What follows belongs to an exercise in optimizing a design on an open flow for small area; a production flow would make more cautious choices. Only simulation tests tie the RTL to the original design; equivalence was not proved. Power and IR drop assume default switching activity.

==> flow/design.v (excerpt) <==
module irk_core #(
    parameter integer TICK_RATE_HZ     = 1000000,
    parameter integer MARGIN_US        = 100,
    parameter integer T_TRAIN_US       = 1000,
    parameter integer T_SILENCE_US     = 600,
    parameter integer T_SHORT_US       = 600,
    parameter integer T_LONG_US        = 1650,
    parameter integer TICK_BITS        = 16,
    parameter integer RESET_COUNT_BITS = 16,
    parameter integer MARK_LOWER_CHECK = 0,
    parameter integer TX_RX_POLICY_RESET = 1
) (
    input  wire        clk,
    input  wire        rst,           
    input  wire        step_valid,
    input  wire [31:0] step_word,
    input  wire [7:0]  dev_addr,      
    output reg         resp_valid,
    output wire [2:0]  resp_code,
    output reg  [31:0] rdata,
    output wire        timer_reset,   
    output wire        cmd_valid,     
    output wire [15:0] cmd,
    output wire        iv_valid,      
    output wire        iv_mark,
    output reg  [15:0] iv_dur,        
    output wire        cap_polarity,  
    output wire        cap_enabled
);
==> flow/config.mk <==
export PLATFORM = sky130hd
export DESIGN_NAME = irk_core
export DESIGN_NICKNAME = irk_core
export VERILOG_FILES = /design/flow/design.v
export SDC_FILE = /design/flow/constraint.sdc
export NUM_CORES = 4
export LEC_CHECK = 0
export CAP_MARGIN = 20
export CORE_MARGIN = 2
export CORE_UTILIZATION = 55
export GPL_TIMING_DRIVEN = 0
export SETUP_SLACK_MARGIN = -0.15
export SLEW_MARGIN = 20
==> flow/constraint.sdc <==
create_clock -name core_clock -period 5.0 [get_ports {clk}]
set_input_delay 1.0000 -clock core_clock [delete_from_list [all_inputs] [get_ports {clk}]]
set_output_delay 1.0000 -clock core_clock [all_outputs]
set_load 0.01 [all_outputs]
standard.sh (not shown) runs the stock make flow with config.mk's settings and CLKGATE_MAP_FILE= SYNTH_SCRIPT=/design/flow/synth_recipe.tcl, a recipe that flattens the netlist after the stock synthesis.
==> flow/flow/run.sh <==
#!/bin/bash
# Own layout flow: the standard flow (standard.sh) with these changes:
#  * synthesis maps logic with an area-oriented ABC script (flow/area.abc)
#    (with &deepsyn) instead of ORFS's speed script; everything else in synth_recipe.tcl,
#    including the flip-flop mapping, is unchanged;
#  * port buffers use sky130_fd_sc_hd__buf_1;
#  * clock tree synthesis uses clkbuf_4 and no dummy loads;
#  * synthesis buffers are removed at floorplan (REMOVE_ABC_BUFFERS) and tie
#    cells are not duplicated per load (SKIP_REPAIR_TIE_FANOUT).
# Each tool's output goes to a log file in the work folder.
set -euo pipefail
W=$(pwd)
{
  echo "set ::area_abc_script $W/flow/area.abc"
  cat "$W/flow/abc_override.tcl"
  cat "$W/synth_recipe.tcl"
} > "$W/area_synth.tcl"
EXTRA="'BUFFER_PORTS_ARGS=-buffer_cell sky130_fd_sc_hd__buf_1'"
EXTRA="$EXTRA REMOVE_ABC_BUFFERS=1 SKIP_REPAIR_TIE_FANOUT=1"
EXTRA="$EXTRA 'CTS_ARGS=-sink_clustering_enable -repair_clock_nets -dont_use_dummy_load -sink_clustering_size 30 -sink_clustering_max_diameter 100 -buf_list sky130_fd_sc_hd__clkbuf_4'"
sed -e "s#SYNTH_SCRIPT=[^ ]*#SYNTH_SCRIPT=$W/area_synth.tcl#" \
    -e "s#CLKGATE_MAP_FILE= #CLKGATE_MAP_FILE= $EXTRA #" \
    "$W/standard.sh" > "$W/area_standard.sh"
grep -q "area_synth.tcl" "$W/area_standard.sh"
grep -q "BUFFER_PORTS_ARGS" "$W/area_standard.sh"
grep -q "CTS_ARGS" "$W/area_standard.sh"
bash "$W/area_standard.sh" > "$W/orfs_make.log" 2>&1
test -f "$W/out/final.def"
==> flow/flow/abc_override.tcl <==
# Map with an area-oriented ABC script instead of ORFS's speed script.
proc abc {args} {
  set i [lsearch -exact $args -script]
  if {$i >= 0} {
    set args [lreplace $args $i [expr {$i + 1}] -script $::area_abc_script]
  }
  yosys abc {*}$args
}
==> flow/flow/area.abc <==
strash
&get -n
&fraig -x
&put
scorr
dc2
strash
&get -n
&deepsyn -I 20 -J 10 -S 1
&dch -f
&nf -R 1000
&put
topo
The starting point completed with no timing, DRC or antenna violations.
==> next run, changes <==
--- a/flow/config.mk
+++ b/flow/config.mk
@@ -12 +11,0 @@
-export SETUP_SLACK_MARGIN = -0.15
The changed run completed without violations.
Power barely changes.
Register-to-register slack barely changes.
Sequential share of layout area went down by 0.20 points.
Cell area went up by 0.46%.
Cell count hardly moves.
Area after synthesis is unchanged.
Setup slack gets better by 170 ps.
Utilization went up by 0.29 points.

---

Another version of the RTL of irk_core (not shown whole).
Size: ~600 cells after synthesis, roughly 130 flip-flops, roughly 120 I/O pins, about 6200 µm² of cells after synthesis.
Design irk_core, start of the top module:
module irk_core #(
    parameter integer TICK_RATE_HZ     = 1000000,
    parameter integer MARGIN_US        = 100,
    parameter integer T_TRAIN_US       = 1000,
    parameter integer T_SILENCE_US     = 600,
    parameter integer T_SHORT_US       = 600,
    parameter integer T_LONG_US        = 1650,
    parameter integer TICK_BITS        = 16,
    parameter integer RESET_COUNT_BITS = 16,
    parameter integer MARK_LOWER_CHECK = 0,
    parameter integer TX_RX_POLICY_RESET = 1
) (
    input  wire        clk,
    input  wire        rst,           
    input  wire        step_valid,
    input  wire [31:0] step_word,
    input  wire [7:0]  dev_addr,      
    output reg         resp_valid,
    output wire [2:0]  resp_code,
    output reg  [31:0] rdata,
    output reg         timer_reset,   
    output reg         cmd_valid,     
    output wire [15:0] cmd,
    output reg         iv_valid,      
    output wire        iv_mark,
    output reg  [15:0] iv_dur,        
    output wire        cap_polarity,  
    output wire        cap_enabled
);
export LEC_CHECK = 0
export CAP_MARGIN = 20
export CORE_MARGIN = 2
export CORE_UTILIZATION = 55
export GPL_TIMING_DRIVEN = 0
export SLEW_MARGIN = 20
create_clock -name core_clock -period 5.0 [get_ports {clk}]
Scripts as last shown in full above: flow/flow/run.sh, flow/flow/abc_override.tcl, flow/flow/area.abc
Then changed:
--- a/flow/flow/run.sh
+++ b/flow/flow/run.sh
@@ -5,7 +5,5 @@
 #    including the flip-flop mapping, is unchanged;
 #  * port buffers use sky130_fd_sc_hd__buf_1;
-#  * clock tree synthesis uses clkbuf_4 and no dummy loads;
-#  * synthesis buffers are removed at floorplan (REMOVE_ABC_BUFFERS) and tie
-#    cells are not duplicated per load (SKIP_REPAIR_TIE_FANOUT).
+#  * clock tree synthesis uses clkbuf_4 and no dummy loads.
 # Each tool's output goes to a log file in the work folder.
 set -euo pipefail
@@ -17,5 +15,4 @@
 } > "$W/area_synth.tcl"
 EXTRA="'BUFFER_PORTS_ARGS=-buffer_cell sky130_fd_sc_hd__buf_1'"
-EXTRA="$EXTRA REMOVE_ABC_BUFFERS=1 SKIP_REPAIR_TIE_FANOUT=1"
 EXTRA="$EXTRA 'CTS_ARGS=-sink_clustering_enable -repair_clock_nets -dont_use_dummy_load -sink_clustering_size 30 -sink_clustering_max_diameter 100 -buf_list sky130_fd_sc_hd__clkbuf_4'"
 sed -e "s#SYNTH_SCRIPT=[^ ]*#SYNTH_SCRIPT=$W/area_synth.tcl#" \
Settings changed: GPL_TIMING_DRIVEN 0 to unset.
- combinational power increases by 4.2%
- count of clock-buffer cells in the layout is unchanged
- hold slack is better by 0.0053 ns
- setup slack is better by 0.068 ns
- final area increases by 1.2%

[static timing again, ports no longer ideal]
No port has a modelled driver above. Below, the same layouts with a new extraction and two added sets of constraints.
Step 1: set_driving_cell puts a clkbuf_16 on clk and a buf_2 on each other input, an assumption about the parent block.
Step 2 times the ports against the registers' clock, not the clock port: input delays grow and output delays shrink by t, the midpoint of the rising clock arrivals with the driver on.
Slacks: no drivers / after step 1 / after step 2; pairs: no drivers / after step 1.
run	t (ns)	setup slack, ns	worst hold slack (ns)	worst slew at a driven data input, ns	cell pins on the clock port's net
the first run of note 1	0.554	0.207 / 0.172 / -0.295	0.443 / 0.443 / 0.443	0.04	1
the second run of note 1	0.557	0.379 / 0.392 / -0.165	0.446 / 0.446 / 0.446	0.04	1
the first run of note 2	0.546	0.295 / 0.307 / -0.240	0.503 / 0.503 / 0.503	0.03	1
the second run of note 2	0.550	0.363 / 0.352 / -0.174	0.508 / 0.508 / 0.508	0.04	1
Met with ideal ports but missed after step 2: setup timing in every run listed. For the second run of note 1, which loses most, drivers alone change the setup slack by +0.013 ns; drivers and shift together by -0.544 ns.
